Context: an optimization exercise on an open-source flow, tuned for small area, a short achievable clock period and few clock cycles per item. The choices shown serve that exercise and are no tape-out recipe. Only simulation tests tie the RTL to the original design; equivalence was not proved.

## run E
==> flow/design.v (excerpt) <==
module biquad_cascade (
    input  wire               clk,
    input  wire               rst,         
    input  wire               coef_we,
    input  wire signed [15:0] coef_b0,
    input  wire signed [15:0] coef_b1,
    input  wire signed [15:0] coef_b2,
    input  wire signed [15:0] coef_a1,
    input  wire signed [15:0] coef_a2,
    input  wire        [2:0]  coef_nst,    
    input  wire               in_valid,
    output wire               in_ready,
    input  wire signed [15:0] in_data,
    output reg                out_valid,
    output reg  signed [15:0] out_data
);
    reg [15:0] b0, b1, b2, a1, a2;
    reg [2:0]  nst;
    reg [15:0] h00, h01, h02;
    reg [15:0] h10, h11, h12;
    reg [15:0] h20, h21, h22;
    reg [15:0] h30, h31, h32;
    reg [15:0] h40, h41;
    reg [3:0]  pend;       
    reg [1:0]  slot;
    reg [3:0]  isel;       
    reg [3:0]  bsel;       
    reg        blast;      
    reg        rdy;
    reg        clr;        
    assign in_ready = rdy;
    wire [15:0] opx0 = ({16{isel[0]}} & h00) | ({16{isel[1]}} & h10) |
                       ({16{isel[2]}} & h20) | ({16{isel[3]}} & h30);
    wire [15:0] opx1 = ({16{isel[0]}} & h01) | ({16{isel[1]}} & h11) |
                       ({16{isel[2]}} & h21) | ({16{isel[3]}} & h31);
    wire [15:0] opx2 = ({16{isel[0]}} & h02) | ({16{isel[1]}} & h12) |
                       ({16{isel[2]}} & h22) | ({16{isel[3]}} & h32);
    wire [15:0] opy1 = ({16{isel[0]}} & h10) | ({16{isel[1]}} & h20) |
                       ({16{isel[2]}} & h30) | ({16{isel[3]}} & h40);
    wire [15:0] opy2 = ({16{isel[0]}} & h11) | ({16{isel[1]}} & h21) |
                       ({16{isel[2]}} & h31) | ({16{isel[3]}} & h41);
    wire b0_one0;
    wire b0_two0;
    wire b0_neg0;
    wire pp1;
    wire pp2;
    wire pp3;
    wire pp4;
    wire pp5;
    wire pp6;
    wire pp7;
  ...
export LEC_CHECK = 0
export ABC_AREA = 1
export CAP_MARGIN = 20
export CORE_MARGIN = 2
export CORE_UTILIZATION = 55
export SLEW_MARGIN = 20
export SYNTH_HIERARCHICAL = 1
create_clock -name core_clock -period 16.0 [get_ports {clk}]
standard.sh (not shown) runs the stock make flow with config.mk's settings and CLKGATE_MAP_FILE= SYNTH_SCRIPT=/design/flow/synth_recipe.tcl, a recipe that flattens the netlist after the stock synthesis.
==> flow/flow/run.sh <==
#!/bin/bash
set -euo pipefail
MARGIN=$(cat flow/margin.txt)
bash standard.sh SETUP_SLACK_MARGIN=$MARGIN finish > flow_standard.log 2>&1
==> flow/flow/margin.txt <==
11.4
Run E: no failed stages, no open violations at the end
Testbench counts of run E, summed over its fixed seeds: cycles 18,059, samples 6,144.
> inputs changed (run E -> run Y)
- swapping 55 for 65 in CORE_UTILIZATION
- putting CTS_CLUSTER_SIZE at 22 where nothing was set
- putting CTS_CLUSTER_DIAMETER at 100 where nothing was set
==> flow/flow/run.sh <==
#!/bin/bash
set -euo pipefail
MARGIN=$(cat flow/margin.txt)
bash standard.sh SETUP_SLACK_MARGIN=$MARGIN \
    "BUFFER_PORTS_ARGS=-buffer_cell sky130_fd_sc_hd__buf_2" finish > flow_standard.log 2>&1
==> flow/flow/margin.txt <==
11.3
## What came out
Going from run E to run Y, setup slack -0.0064 ns, via count of the first global-routing pass shows a reduction of 847, routed wire length lower.

---

try-nickel:
Starting RTL as in the previous note.
==> flow/design.v (excerpt) <==
module biquad_cascade (
    input  wire               clk,
    input  wire               rst,         
    input  wire               coef_we,
    input  wire signed [15:0] coef_b0,
    input  wire signed [15:0] coef_b1,
    input  wire signed [15:0] coef_b2,
    input  wire signed [15:0] coef_a1,
    input  wire signed [15:0] coef_a2,
    input  wire        [2:0]  coef_nst,    
    input  wire               in_valid,
    output wire               in_ready,
    input  wire signed [15:0] in_data,
    output reg                out_valid,
    output reg  signed [15:0] out_data
);
Settings: LEC_CHECK=0, ABC_AREA=1, CAP_MARGIN=20, CORE_MARGIN=2, CORE_UTILIZATION=65, CTS_CLUSTER_DIAMETER=100, CTS_CLUSTER_SIZE=22, SLEW_MARGIN=20, SYNTH_HIERARCHICAL=1; clock period 16.0 ns.
==> flow/flow/run.sh <==
#!/bin/bash
set -euo pipefail
MARGIN=$(cat flow/margin.txt)
bash standard.sh SETUP_SLACK_MARGIN=$MARGIN \
    "BUFFER_PORTS_ARGS=-buffer_cell sky130_fd_sc_hd__buf_2" finish > flow_standard.log 2>&1
==> flow/flow/margin.txt <==
11.2
Testbench counts of try-nickel, summed over its fixed seeds: cycles 18,059, samples 6,144.
Here is what was changed in the inputs of try-zinc compared with try-nickel.
==> flow/flow/margin.txt <==
11.45
Results
NOTE final standard cell area without fillers try-nickel->try-zinc increased by a few percent
Setup slack (lower): try-nickel
Any difference in tap cell count between try-zinc and try-nickel is small enough to ignore.
Number of ordinary and repair buffers in the finished layout (lower): try-nickel
Of the two values seen for timing endpoint of the critical path, csr[97] was produced by try-nickel and csr[85] by try-zinc.

---

Starting RTL as in the previous note.
export LEC_CHECK = 0
export ABC_AREA = 1
export CAP_MARGIN = 20
export CORE_MARGIN = 2
export CORE_UTILIZATION = 55
export SLEW_MARGIN = 20
export SYNTH_HIERARCHICAL = 1
create_clock -name core_clock -period 16.0 [get_ports {clk}]
==> flow/flow/margin.txt <==
10.7
Scripts as last shown in full above: flow/flow/run.sh
Testbench counts at the start, summed over its fixed seeds: cycles 18,059, samples 6,144.
Rerun with:
==> flow/flow/margin.txt (replaced) <==
11.0
Settings changed: CORE_UTILIZATION 55 to 65, CTS_CLUSTER_DIAMETER set to 100, CTS_CLUSTER_SIZE set to 25.
=> The changed run passed the timing, DRC and antenna checks; cell area came out lower slightly; worst setup slack gains 0.16 ns; flip-flop and latch count is unchanged; sequential share of layout area came out higher by 0.40 points; utilization came out higher by 10 points; routed wire length came out lower by a few percent; die area came out lower by about a fifth.
Rerun with:
Settings changed: CTS_CLUSTER_DIAMETER 100 to unset, CTS_CLUSTER_SIZE 25 to unset.
After rerunning: The new run completed without violations; synthesized area does not change; routed wire length grows by 1.3%; via count grows by 1.4%; cell area grows by about 2.4%; setup slack improved by 0.045 ns; clock-buffer cell count grows by 44; register-to-register slack improved by 0.04 ns; maximum frequency grows by about 0.9%.
Rerun with:
Settings changed: CTS_BUF_LIST set to sky130_fd_sc_hd__clkbuf_8.
Global-route usage came out higher by 0.12 points.
Non-clock buffer count came out lower by 6.
Wire length stays flat.
Worst setup slack got worse by 0.054 ns.
Final cell count came out higher by 0.97%.

## afterwards: timing with drivers on the ports
The results above use ideal ports. As a check the final layouts listed here were re-extracted and re-timed, cells and wires unchanged.
Step 1 assumes that a clkbuf_16 drives the clock port and a buf_2 every other input.
Step 2 adds t to the input delays and takes it off the output delays; t is the mean of the earliest and latest rising clock arrival at the registers after step 1. Input paths then give back, and output paths get back, about the clock's delay inside the block.
Three values: no drivers, after step 1, after step 2; two values: the first two.
| run | t (ns) | slack for setup (ns) | clock arrival spread, ns | slew at the worst register clock pin (ns) | worst data-port slew with drivers (ns) |
|---|---|---|---|---|---|
| run E | 0.745 | 11.289 / 11.289 / 10.819 | 0.068 / 0.068 | 0.07 / 0.07 | 0.05 |
| run Y | 0.737 | 11.283 / 11.283 / 10.720 | 0.035 / 0.034 | 0.10 / 0.10 | 0.06 |
| try-nickel | 0.738 | 11.149 / 11.149 / 10.865 | 0.025 / 0.025 | 0.10 / 0.10 | 0.05 |
| try-zinc | 0.738 | 11.312 / 11.312 / 10.921 | 0.037 / 0.037 | 0.11 / 0.11 | 0.07 |
| the first run of note 3 | 0.728 | 10.792 / 10.792 / 10.792 | 0.060 / 0.059 | 0.07 / 0.07 | 0.06 |
| the second run of note 3 | 0.716 | 10.950 / 10.950 / 10.950 | 0.051 / 0.051 | 0.10 / 0.10 | 0.06 |
| the third run of note 3 | 0.709 | 10.995 / 10.995 / 10.995 | 0.041 / 0.040 | 0.07 / 0.07 | 0.06 |
| the fourth run of note 3 | 0.807 | 10.941 / 10.941 / 10.941 | 0.083 / 0.083 | 0.08 / 0.08 | 0.06 |
After both steps every run listed still meets setup and hold. For run Y, which loses most, drivers alone change the setup slack by 0.000 ns; drivers and shift together by -0.563 ns.
